From an optimization exercise on the open Yosys and OpenROAD flow, aimed at small area, a short achievable clock period and few clock cycles; shortcuts taken in it are not production practice.
RTL that was checked went through simulation tests only; none was proved equivalent to the original.
Power and IR drop assume default switching activity.

==> wip/ember: inputs <==
## p1load_sync
module p1load_sync (
    input  wire        clk,
    input  wire        rst,
    input  wire        cmd_valid,
    output wire        cmd_ready,
    input  wire [71:0] cmd_data,
    output reg         rsp_valid,
    output wire [2:0]  rsp_status,
    output wire [31:0] rsp_data,
    output wire        trst_req,
    input  wire        trst_ack,
    output wire        tx_valid,
    input  wire        tx_ready,
    output wire [7:0]  tx_data,
    output wire        tx_last,
    output wire        rx_req,
    output wire [3:0]  rx_max,
    output wire [31:0] rx_timeout,
    input  wire        rx_valid,
    input  wire [7:0]  rx_data,
    input  wire        rx_last,
    input  wire        rx_empty,
    output reg         prog_valid,
    output reg  [2:0]  prog_phase,
    output wire [31:0] prog_offset,
    output wire [31:0] prog_total,
    output wire [12:0] img_addr,
    input  wire [31:0] img_data,
    input  wire [31:0] img_len
);
clock: 8.0 ns
lec_check: 0
cap_margin: 20
core_margin: 2
core_utilization: 45
cts_cluster_diameter: 100
cts_cluster_size: 20
setup_slack_margin: 4.8
slew_margin: 20
tns_end_percent: 10
standard.sh (not shown) runs the stock make flow with config.mk's settings and CLKGATE_MAP_FILE= SYNTH_SCRIPT=/design/flow/synth_recipe.tcl, a recipe that flattens the netlist after the stock synthesis.
==> flow/flow/run.sh <==
#!/bin/bash
# The standard layout, with plain buf_1 cells as the port buffers
# (every input and output port still gets its own buffer).
set -euo pipefail
export BUFFER_PORTS_ARGS="-buffer_cell sky130_fd_sc_hd__buf_1"
bash standard.sh > orfs_flow.log 2>&1
==> wip/amber (differences from wip/ember) <==
--- a/flow/design.v
+++ b/flow/design.v
@@ -76,31 +76,32 @@
     reg [1:0]  gm;
     reg [1:0]  wp;
     reg [3:0]  wi;
     reg [1:0]  b10;
     reg [3:0]  ix;              
     reg [1:0]  ackn;
     reg        cact;            
     reg        rq;
+    reg [2:0]  rst_s;
     reg [15:0] rdat;
     reg        tv;
     reg [7:0]  tdat;
     reg        tl;
     wire [7:0] lfsr_next = {lfsr[6:0], lfsr[7] ^ lfsr[5] ^ lfsr[4] ^ lfsr[1]};
     assign cmd_ready   = s_idle;
     assign trst_req    = s_trst;
     assign tx_valid    = tv;
     assign tx_data     = tdat;
     assign tx_last     = tl;
     assign rx_req      = rq || s_warx;
     assign rx_max      = s_warx ? 4'd1 : 4'd8;
     assign rx_timeout  = s_warx ? 32'd25 : a;
     assign img_addr    = cnt[12:0];
-    assign rsp_status  = last_status;
+    assign rsp_status  = rst_s;
     assign rsp_data    = {16'd0, rdat};
     assign prog_offset = {17'd0, cnt[12:0], 2'b00};
     assign prog_total  = {16'd0, szw, 2'b00};
     wire ofree = !tv || tx_ready;
     wire [31:0] src = (wp == WP_IMG) ? img_data :
                       (wp == WP_CNT) ? {18'd0, szw} :
                       (wp == WP_KIND) ? {30'd0, k1, k0} : a;
     reg  [2:0] fld;
@@ -208,17 +209,16 @@
         rp    <= rst ? 4'd0 : rp + 4'd1;
     end
     always @(posedge clk) begin
         if (rst) begin
             state       <= ST_IDLE;
             s_idle      <= 1'b1;
             s_trst      <= 1'b0;
             s_warx      <= 1'b0;
-            cnt         <= 14'd0;
             lfsr        <= 8'h00;
             version     <= 8'h00;
             txcur       <= 5'd0;
             rxcur       <= 4'd0;
             rxlen       <= 4'd0;
             hs          <= 2'd0;
             sess        <= SESS_READY;
             last_status <= S_OK;
@@ -226,43 +226,44 @@
             prog_valid  <= 1'b0;
             tv          <= 1'b0;
             rq          <= 1'b0;
         end else begin
             prog_valid <= 1'b0;
             rsp_valid  <= 1'b0;
             if (tx_ready) tv <= 1'b0;
             if (rsp_valid) begin
-                if (last_status == S_TIMEOUT || last_status == S_ERROR)
+                last_status <= rst_s;
+                if (rst_s == S_TIMEOUT || rst_s == S_ERROR)
                     sess <= SESS_FAILED;
             end
             case (state)
                 ST_IDLE: begin
                     if (cmd_valid) begin
                         cm      <= cmd_data[3:0];
                         illegal <= c_illegal;
                         ld_bad  <= c_ld_bad;
                         a0z     <= c_a0z;
                         a       <= c_a0;
                         szw     <= cmd_data[55:42];
                         go(ST_DEC);
                     end
                 end
                 ST_DEC: begin
-                    last_status <= S_OK;
+                    rst_s <= S_OK;
                     rdat  <= 16'd0;
                     wi    <= 4'd0;
                     ix    <= 4'd0;
                     cact  <= 1'b1;
                     go(ST_IDLE);
                     if (illegal) begin
-                        last_status     <= S_ILLEGAL;
+                        rst_s     <= S_ILLEGAL;
                         rsp_valid <= 1'b1;
                     end else if (!allowed) begin
-                        last_status     <= S_PRECOND;
+                        rst_s     <= S_PRECOND;
                         rsp_valid <= 1'b1;
                     end else begin
                         case (cm)
                             OP_INIT: begin
                                 txcur     <= 5'd0;
                                 rxcur     <= 4'd0;
                                 rxlen     <= 4'd0;
                                 lfsr      <= 8'h00;
@@ -306,25 +307,25 @@
                                 cnt <= 14'd0;
                                 hv  <= 1'b0;
                                 go(ST_TRST);
                             end
                             OP_WAIT_FOR_ACK: begin
                                 gm   <= GM_F9;
                                 ackn <= 2'd0;
                                 if (a0z) begin
-                                    last_status     <= S_TIMEOUT;
+                                    rst_s     <= S_TIMEOUT;
                                     rsp_valid <= 1'b1;
                                 end else begin
                                     go(nxt_free ? ST_TXS : ST_TXP);
                                 end
                             end
                             OP_LOAD_IMAGE: begin
                                 if (ld_bad) begin
-                                    last_status     <= S_PRECOND;
+                                    rst_s     <= S_PRECOND;
                                     rsp_valid <= 1'b1;
                                 end else begin
                                     gm   <= GM_WORD;
                                     wp   <= WP_KIND;
                                     k1   <= a[1];
                                     k0   <= a[0];
                                     a    <= 32'd400;
                                     cnt  <= 14'd0;
@@ -417,17 +418,17 @@
                     end
                 end
                 ST_WARX: begin
                     if (rx_valid) begin
                         if (rx_empty && a != 32'd1) begin
                             a     <= a - 32'd1;
                             go(ST_TXS);
                         end else if (rx_empty || rx_data != 8'hFE || ackn == 2'd0) begin
-                            last_status     <= rx_empty ? S_TIMEOUT :
+                            rst_s     <= rx_empty ? S_TIMEOUT :
                                          (rx_data == 8'hFE) ? S_OK : S_ERROR;
                             rsp_valid <= 1'b1;
                             go(ST_IDLE);
                         end else if (ackn == 2'd1 && k1) begin
                             prog(3'd5);
                             a          <= 32'd200;
                             ackn       <= 2'd2;
                             go(ST_TXS);
@@ -459,17 +460,17 @@
                                 a <= hv ? 32'd50 : 32'd100;
                         end
                     end else if (rx_valid) begin
                         if (rx_empty) begin
                             rq    <= 1'b0;
                             rxcur <= 4'd0;
                             rxlen <= 4'd0;
                             cact  <= 1'b0;
-                            last_status <= S_TIMEOUT;
+                            rst_s <= S_TIMEOUT;
                             if (cm == OP_HANDSHAKE) begin
                                 hs      <= 2'd3;
                                 version <= 8'h00;
                             end
                         end else begin
                             rxbit[ix[2:0]] <= rx_isb;
                             rxval[ix[2:0]] <= rx_data[0];
                             ix <= ix + 4'd1;
@@ -526,24 +527,24 @@
             prog_valid <= 1'b1;
             prog_phase <= ph;
         end
     endtask
     task deliver(input b);
         begin
             if (cm != OP_HANDSHAKE) begin
                 cact  <= 1'b0;
-                last_status <= S_OK;
+                rst_s <= S_OK;
                 rdat  <= {15'd0, b};
             end else if (!hv) begin
                 lfsr <= lfsr_next;
                 if (b != lfsr[0]) begin
                     cact    <= 1'b0;
                     hs      <= 2'd2;
-                    last_status   <= S_ERROR;
+                    rst_s   <= S_ERROR;
                 end else begin
                     cnt <= cnt + 14'd1;
                     if (cnt[7:0] == 8'd249) begin
                         prog(3'd2);
                         cnt <= 14'd0;
                         hv  <= 1'b1;
                     end
                 end
@@ -551,15 +552,15 @@
                 version <= {b, version[7:1]};
                 cnt     <= cnt + 14'd1;
                 if (cnt[2:0] == 3'd7) begin
                     cnt        <= 14'd0;
                     cact       <= 1'b0;
                     hs         <= 2'd1;
                     sess       <= SESS_LINKED;
                     prog(3'd3);
-                    last_status      <= S_OK;
+                    rst_s      <= S_OK;
                     rdat       <= {8'd0, b, version[7:1]};
                 end
             end
         end
     endtask
 endmodule
CTS_CLUSTER_DIAMETER = default   (was 100)
CTS_CLUSTER_SIZE = 30   (was 20)
SETUP_SLACK_MARGIN = 5.0   (was 4.8)
TNS_END_PERCENT = default   (was 10)
==> comparison <==
The combinational power of wip/ember is 3.0 times that of wip/amber.
Against wip/amber, the via count of wip/ember is smaller by 1.4%.
Between wip/ember and wip/amber, the lower core utilization is in wip/ember (gap 5.1 points).
Die area: wip/amber is smaller than wip/ember (1.9%).
Sequential share of layout area: wip/ember is higher than wip/amber (2.1 points).
Testbench counts of wip/ember, summed over its fixed seeds: cycles 50,294.
Function not checked in wip/amber: the RTL went through the layout flow alone.


==> build 47: inputs <==
Another version of the RTL of p1load_sync (not shown whole).
// p1load_sync
module p1load_sync (
    input  wire        clk,
    input  wire        rst,
    input  wire        cmd_valid,
    output wire        cmd_ready,
    input  wire [71:0] cmd_data,
    output reg         rsp_valid,
    output wire [2:0]  rsp_status,
    output wire [31:0] rsp_data,
    output wire        trst_req,
    input  wire        trst_ack,
    output wire        tx_valid,
    input  wire        tx_ready,
    output wire [7:0]  tx_data,
    output wire        tx_last,
    output wire        rx_req,
    output wire [3:0]  rx_max,
    output wire [31:0] rx_timeout,
    input  wire        rx_valid,
    input  wire [7:0]  rx_data,
    input  wire        rx_last,
    input  wire        rx_empty,
    output reg         prog_valid,
    output reg  [2:0]  prog_phase,
    output wire [31:0] prog_offset,
    output wire [31:0] prog_total,
    output wire [12:0] img_addr,
    input  wire [31:0] img_data,
    input  wire [31:0] img_len
);
    localparam [2:0] S_OK = 3'd0, S_TIMEOUT = 3'd1, S_ERROR = 3'd2,
                     S_PRECOND = 3'd3, S_ILLEGAL = 3'd4;
    localparam [1:0] SESS_READY = 2'd0, SESS_LINKED = 2'd1,
                     SESS_DONE = 2'd2, SESS_FAILED = 2'd3;
    localparam [3:0] OP_INIT = 4'h1, OP_READ_REG = 4'h2, OP_LFSR_SEED = 4'h3,
                     OP_LFSR_STEP = 4'h4, OP_APPEND_BYTE = 4'h5,
                     OP_APPEND_WORD = 4'h6, OP_FLUSH = 4'h7,
  ...
==> flow/config.mk <==
export PLATFORM = sky130hd
export DESIGN_NAME = p1load_sync
export DESIGN_NICKNAME = p1load_sync
export VERILOG_FILES = /design/flow/design.v
export SDC_FILE = /design/flow/constraint.sdc
export NUM_CORES = 4
export LEC_CHECK = 0
export CAP_MARGIN = 20
export CORE_MARGIN = 2
export CORE_UTILIZATION = 40
export SLEW_MARGIN = 20
==> flow/constraint.sdc <==
create_clock -name core_clock -period 8.0 [get_ports {clk}]
set_input_delay 1.6000 -clock core_clock [delete_from_list [all_inputs] [get_ports {clk}]]
set_output_delay 1.6000 -clock core_clock [all_outputs]
set_load 0.01 [all_outputs]
run.sh (not shown) runs the stock make flow with config.mk's settings and CLKGATE_MAP_FILE= SYNTH_SCRIPT=/design/flow/synth_recipe.tcl, a recipe that flattens the netlist after the stock synthesis.
Stock flow here: none of the scripts above is used.
==> trial 46: changes against build 47 <==
--- a/flow/design.v
+++ b/flow/design.v
@@ -48,38 +48,38 @@
                      ST_RX    = 4'd7,    
                      ST_WARX  = 4'd8;    
     localparam [1:0] GM_HS = 2'd0, GM_WORD = 2'd1, GM_F9 = 2'd2, GM_AB = 2'd3;
     localparam [1:0] WP_ONE = 2'd0, WP_KIND = 2'd1, WP_CNT = 2'd2, WP_IMG = 2'd3;
     reg [7:0]  lfsr;
     reg [7:0]  version;
-    reg [7:0]  txbuf [0:15];
+    reg [127:0] txbuf;          
     reg [4:0]  txcur;
     reg [7:0]  rxbit;           
     reg [7:0]  rxval;           
     reg [3:0]  rxcur;
     reg [3:0]  rxlen;
     reg [1:0]  hs;              
     reg [1:0]  sess;
     reg [2:0]  last_status;
     reg [3:0]  state;
     reg [3:0]  cm;              
-    reg        opbad;
+    reg        illegal;         
+    reg        ld_bad;
+    reg        a0z;
     reg        k1;              
-    reg        a1hz;            
     reg [31:0] a;               
     reg [13:0] szw;             
     reg [13:0] cnt;             
     reg [1:0]  gm;
     reg [1:0]  wp;
     reg [3:0]  wi;
     reg [1:0]  b10;
     reg [3:0]  ix;              
     reg [1:0]  ackn;
     reg        cact;            
     reg        rq;
-    reg        tsel;
     reg [2:0]  rst_s;
     reg [15:0] rdat;
     reg        tv;
     reg [7:0]  tdat;
     reg        tl;
     wire [7:0] lfsr_next = {lfsr[6:0], lfsr[7] ^ lfsr[5] ^ lfsr[4] ^ lfsr[1]};
@@ -87,14 +87,13 @@
     assign trst_req    = (state == ST_TRST);
     assign tx_valid    = tv;
     assign tx_data     = tdat;
     assign tx_last     = tl;
     assign rx_req      = rq || (state == ST_WARX);
     assign rx_max      = (state == ST_WARX) ? 4'd1 : 4'd8;
-    assign rx_timeout  = (state == ST_WARX) ? 32'd25 :
-                         (cm == OP_HANDSHAKE) ? (tsel ? 32'd50 : 32'd100) : a;
+    assign rx_timeout  = (state == ST_WARX) ? 32'd25 : a;
     assign img_addr    = cnt[12:0];
     assign rsp_status  = rst_s;
     assign rsp_data    = {16'd0, rdat};
     assign prog_offset = (prog_phase == 3'd4) ? {17'd0, cnt[12:0], 2'b00} : 32'd0;
     assign prog_total  = {16'd0, szw, 2'b00};
     wire ofree = !tv || tx_ready;
@@ -139,38 +138,45 @@
             default: begin
                 gbyte  = a[7:0];
                 gfinal = 1'b1;
             end
         endcase
     end
-    wire a0z   = (a == 32'd0);
-    wire a0hz  = (a[31:8] == 24'd0);
-    wire a1z   = a1hz && (szw == 14'd0);
-    reg  mbz_bad;
-    reg  allowed;
+    wire [7:0]  c_op  = cmd_data[7:0];
+    wire [31:0] c_a0  = cmd_data[39:8];
+    wire [31:0] c_a1  = cmd_data[71:40];
+    wire c_a0z  = (c_a0 == 32'd0);
+    wire c_a0hz = (c_a0[31:8] == 24'd0);
+    wire c_a1z  = (c_a1 == 32'd0);
+    reg  c_mbz_bad;
     always @(*) begin
-        case (cm)
+        case (c_op[3:0])
             OP_INIT, OP_LFSR_STEP, OP_FLUSH, OP_HANDSHAKE, OP_SHUTDOWN:
-                mbz_bad = !a0z || !a1z;
+                c_mbz_bad = !c_a0z || !c_a1z;
             OP_READ_REG, OP_LFSR_SEED, OP_APPEND_BYTE:
-                mbz_bad = !a0hz || !a1z;
+                c_mbz_bad = !c_a0hz || !c_a1z;
             OP_APPEND_WORD, OP_RECEIVE_BIT, OP_WAIT_FOR_ACK:
-                mbz_bad = !a1z;
+                c_mbz_bad = !c_a1z;
             default:  
-                mbz_bad = (a[31:2] != 30'd0);
+                c_mbz_bad = (c_a0[31:2] != 30'd0);
         endcase
+    end
+    wire c_illegal = (c_op == 8'd0) || (c_op > 8'd12) || c_mbz_bad ||
+                     (c_op[3:0] == OP_READ_REG && c_a0[7:0] > 8'd8);
+    wire c_ld_bad  = (c_a1[1:0] != 2'd0) || (c_a1[31:16] != 16'd0) ||
+                     (c_a1[15] && c_a1[14:0] != 15'd0) ||
+                     (img_len[31:16] == 16'd0 && c_a1[15:2] > img_len[15:2]);
+    reg  allowed;
+    always @(*) begin
         case (cm)
             OP_INIT, OP_READ_REG: allowed = 1'b1;
             OP_HANDSHAKE:         allowed = (sess == SESS_READY);
             OP_LOAD_IMAGE, OP_SHUTDOWN: allowed = (sess == SESS_LINKED);
             default:              allowed = (sess != SESS_FAILED);
         endcase
     end
-    wire illegal = opbad || mbz_bad || (cm == OP_READ_REG && a[7:0] > 8'd8);
-    wire ld_bad  = !a1hz || (szw[13] && szw[12:0] != 13'd0) ||
-                   (img_len[31:16] == 16'd0 && szw > img_len[15:2]);
     wire [3:0] hs_val = {hs[1], hs == 2'd1, hs == 2'd1, hs[0] | (hs == 2'd1)};
     reg [15:0] reg_value;
     always @(*) begin
         case (a[3:0])
             4'd0: reg_value = {7'd0, hs_val, last_status, sess};
             4'd1: reg_value = {8'd0, lfsr};
@@ -184,13 +190,24 @@
         endcase
     end
     wire rx_isb = (rx_data[7:1] == 7'h7F);
     wire [7:0] wsel = 8'd1 << rxcur[2:0];
     wire win_isb = |(rxbit & wsel);
     wire win_val = |(rxval & wsel);
+    wire dv = cact && (rq ? (rx_valid && !rx_empty && rx_isb)
+                          : (rxcur != rxlen && win_isb));
+    wire db = rq ? rx_data[0] : win_val;
     wire nxt_free = (txcur == 5'd0);
+    wire [4:0] txp_sum = {1'b0, ix} + txcur;
+    wire txp_pend = txp_sum[4] || txcur[4];
+    wire ring_app = (state == ST_STORE) && !txcur[4];
+    wire ring_rot = (state == ST_TXP) && (!txp_pend || ofree);
+    always @(posedge clk) begin
+        if (ring_app || ring_rot)
+            txbuf <= {ring_app ? gbyte : txbuf[7:0], txbuf[127:8]};
+    end
     always @(posedge clk) begin
         if (rst) begin
             state       <= ST_IDLE;
             lfsr        <= 8'h00;
             version     <= 8'h00;
             txcur       <= 5'd0;
@@ -212,17 +229,18 @@
                 if (rst_s == S_TIMEOUT || rst_s == S_ERROR)
                     sess <= SESS_FAILED;
             end
             case (state)
                 ST_IDLE: begin
                     if (cmd_valid) begin
-                        cm    <= cmd_data[3:0];
-                        opbad <= (cmd_data[7:0] == 8'd0) || (cmd_data[7:0] > 8'd12);
-                        a     <= cmd_data[39:8];
-                        szw   <= cmd_data[55:42];
-                        a1hz  <= (cmd_data[71:56] == 16'd0) && (cmd_data[41:40] == 2'd0);
+                        cm      <= cmd_data[3:0];
+                        illegal <= c_illegal;
+                        ld_bad  <= c_ld_bad;
+                        a0z     <= c_a0z;
+                        a       <= c_a0;
+                        szw     <= cmd_data[55:42];
                         state <= ST_DEC;
                     end
                 end
                 ST_DEC: begin
                     rst_s <= S_OK;
                     rdat  <= 16'd0;
@@ -324,20 +342,20 @@
                         cnt   <= 14'd0;
                         gm    <= GM_HS;
                         state <= nxt_free ? ST_TXS : ST_TXP;
                     end
                 end
                 ST_TXP: begin
-                    if (ofree) begin
-                        tv   <= 1'b1;
-                        tdat <= txbuf[ix];
-                        tl   <= (ix == 4'd15) ||
-                                ({1'b0, ix} == txcur - 5'd1 && cm == OP_FLUSH);
-                        ix   <= ix + 4'd1;
-                        if ({1'b0, ix} == txcur - 5'd1) begin
-                            ix <= 4'd0;
+                    if (!txp_pend || ofree) begin
+                        if (txp_pend) begin
+                            tv   <= 1'b1;
+                            tdat <= txbuf[7:0];
+                            tl   <= (ix == 4'd15) && (txcur[4] || cm == OP_FLUSH);
+                        end
+                        ix <= ix + 4'd1;
+                        if (ix == 4'd15) begin
                             if (cm == OP_FLUSH || txcur[4])
                                 txcur <= 5'd0;
                             if (cm == OP_FLUSH)
                                 state <= ST_TXW;
                             else if (cm == OP_APPEND_BYTE || cm == OP_APPEND_WORD)
                                 state <= ST_STORE;
@@ -347,13 +365,12 @@
                     end
                 end
                 ST_STORE: begin
                     if (txcur[4]) begin
                         state <= ST_TXP;
                     end else begin
-                        txbuf[txcur[3:0]] <= gbyte;
                         txcur <= txcur + 5'd1;
                         if (gfinal) state <= ST_TXW;
                     end
                 end
                 ST_TXS: begin
                     if (ofree) begin
@@ -431,18 +448,18 @@
                     if (!rq) begin
                         if (!cact) begin
                             rsp_valid <= 1'b1;
                             state     <= ST_IDLE;
                         end else if (rxcur != rxlen) begin
                             rxcur <= rxcur + 4'd1;
-                            if (win_isb) deliver(win_val);
                         end else begin
                             rq    <= 1'b1;
                             ix    <= 4'd0;
                             rxcur <= 4'd0;
-                            tsel  <= cnt[8:0] >= 9'd250;
+                            if (cm == OP_HANDSHAKE)
+                                a <= (cnt[8:0] >= 9'd250) ? 32'd50 : 32'd100;
                         end
                     end else if (rx_valid) begin
                         if (rx_empty) begin
                             rq    <= 1'b0;
                             rxcur <= 4'd0;
                             rxlen <= 4'd0;
@@ -453,22 +470,21 @@
                                 version <= 8'h00;
                             end
                         end else begin
                             rxbit[ix[2:0]] <= rx_isb;
                             rxval[ix[2:0]] <= rx_data[0];
                             ix <= ix + 4'd1;
-                            if (cact) begin
+                            if (cact)
                                 rxcur <= ix + 4'd1;
-                                if (rx_isb) deliver(rx_data[0]);
-                            end
                             if (rx_last) begin
                                 rq    <= 1'b0;
                                 rxlen <= ix + 4'd1;
                             end
                         end
                     end
+                    if (dv) deliver(db);
                 end
                 default: state <= ST_IDLE;
             endcase
             if ((state == ST_TXS && ofree) || (state == ST_STORE && !txcur[4])) begin
                 case (gm)
                     GM_HS: begin
CORE_UTILIZATION = 45   (was 40)
SETUP_SLACK_MARGIN = 5.0   (was unset)
==> build 89: changes against build 47 <==
SETUP_SLACK_MARGIN = 4.0   (was unset)
==> run summary <==
| metric | trial 46 | build 89 | build 47 |
|---|---|---|---|
| Final cycle utilization of the critical path | 44.40% | 49.25% | 63.70% |
| VDD IR-drop max | 144.8 uV | 143.5 uV | 125.9 uV |
| Post_cts resized | 589 | 64 | 0 |
| Power attributed to sequential cells | 1770 uW | 2250 uW | 2280 uW |
| Crit path max-delay cell type | dfxtp_4 | clkdlybuf4s50_1 | dfxtp_1 |
| Layout clock buffer count | 40 | 43 | 43 |
| Last weighted congestion value of the routability-driven placer | 0.9170 | 0.9434 | 0.9336 |
| Vias per Instance | 6.045 | 6.061 | 6.035 |
| Post-DR wirelength/cell | 24.19 um | 24.39 um | 23.86 um |
| Unrepaired setup endpoints after global routing | true | false | false |
| Latest clock arrival within the worst-skew pair | 560 ps | 580 ps | 570 ps |
| Syn avg cell area | 10.16 sq um | 10.15 sq um | 10.15 sq um |
| Post-Synthesis Cells | 1,720 | 1,876 | 1,876 |
| Die X | 201.1 um | 222.2 um | 222.2 um |
| Design Power | 4139 uW | 6096 uW | 5943 uW |
| Result of the run | timing/DRC/antenna clean | timing/DRC/antenna clean | timing/DRC/antenna clean |
| Placement row count | 72 | 79 | 79 |
| Number of optimization iterations in the first detailed-route pass | 7 | 6 | 6 |
| Clock network fraction of design power | 41.3% | 28.3% | 28.6% |
| Sequential fraction of design power | 42.7% | 37.0% | 38.3% |
| Cell Int Power | 3049 uW | 3913 uW | 3826 uW |
Testbench counts of build 47, summed over its fixed seeds: cycles 50,294.
Testbench counts of build 89, summed over its fixed seeds: cycles 50,294.
Only the layout flow was run in trial 46; the RTL was not checked for function there.

[separate check: timing with driven ports]
Ports are ideal in the flow. The routed layouts listed here were re-timed in OpenROAD. Step 1 assumes that a clkbuf_16 drives the clock port and a buf_2 every other input. Step 2, shift: input delay + t, output delay - t, t = (earliest + latest rising clock arrival at the registers) / 2. This alone moves slack from input paths to output paths. Three values: no drivers, after step 1, after step 2; two values: the first two.
run | t, ns | setup slack, ns | hold WS [ns]
wip/ember | 0.580 | 4.682 / 4.626 / 4.210 | 0.313 / 0.313 / 0.313
wip/amber | 0.594 | 4.911 / 4.860 / 4.369 | 0.321 / 0.321 / 0.321
build 47 | 0.603 | 2.904 / 2.852 / 2.845 | 0.458 / 0.458 / 0.458
trial 46 | 0.607 | 4.448 / 4.393 / 4.191 | 0.410 / 0.410 / 0.410
build 89 | 0.613 | 4.060 / 4.006 / 3.499 | 0.462 / 0.462 / 0.462
After both steps every run listed still meets setup and hold. For build 89, which loses most, drivers alone change the setup slack by -0.054 ns; drivers and shift together by -0.561 ns.
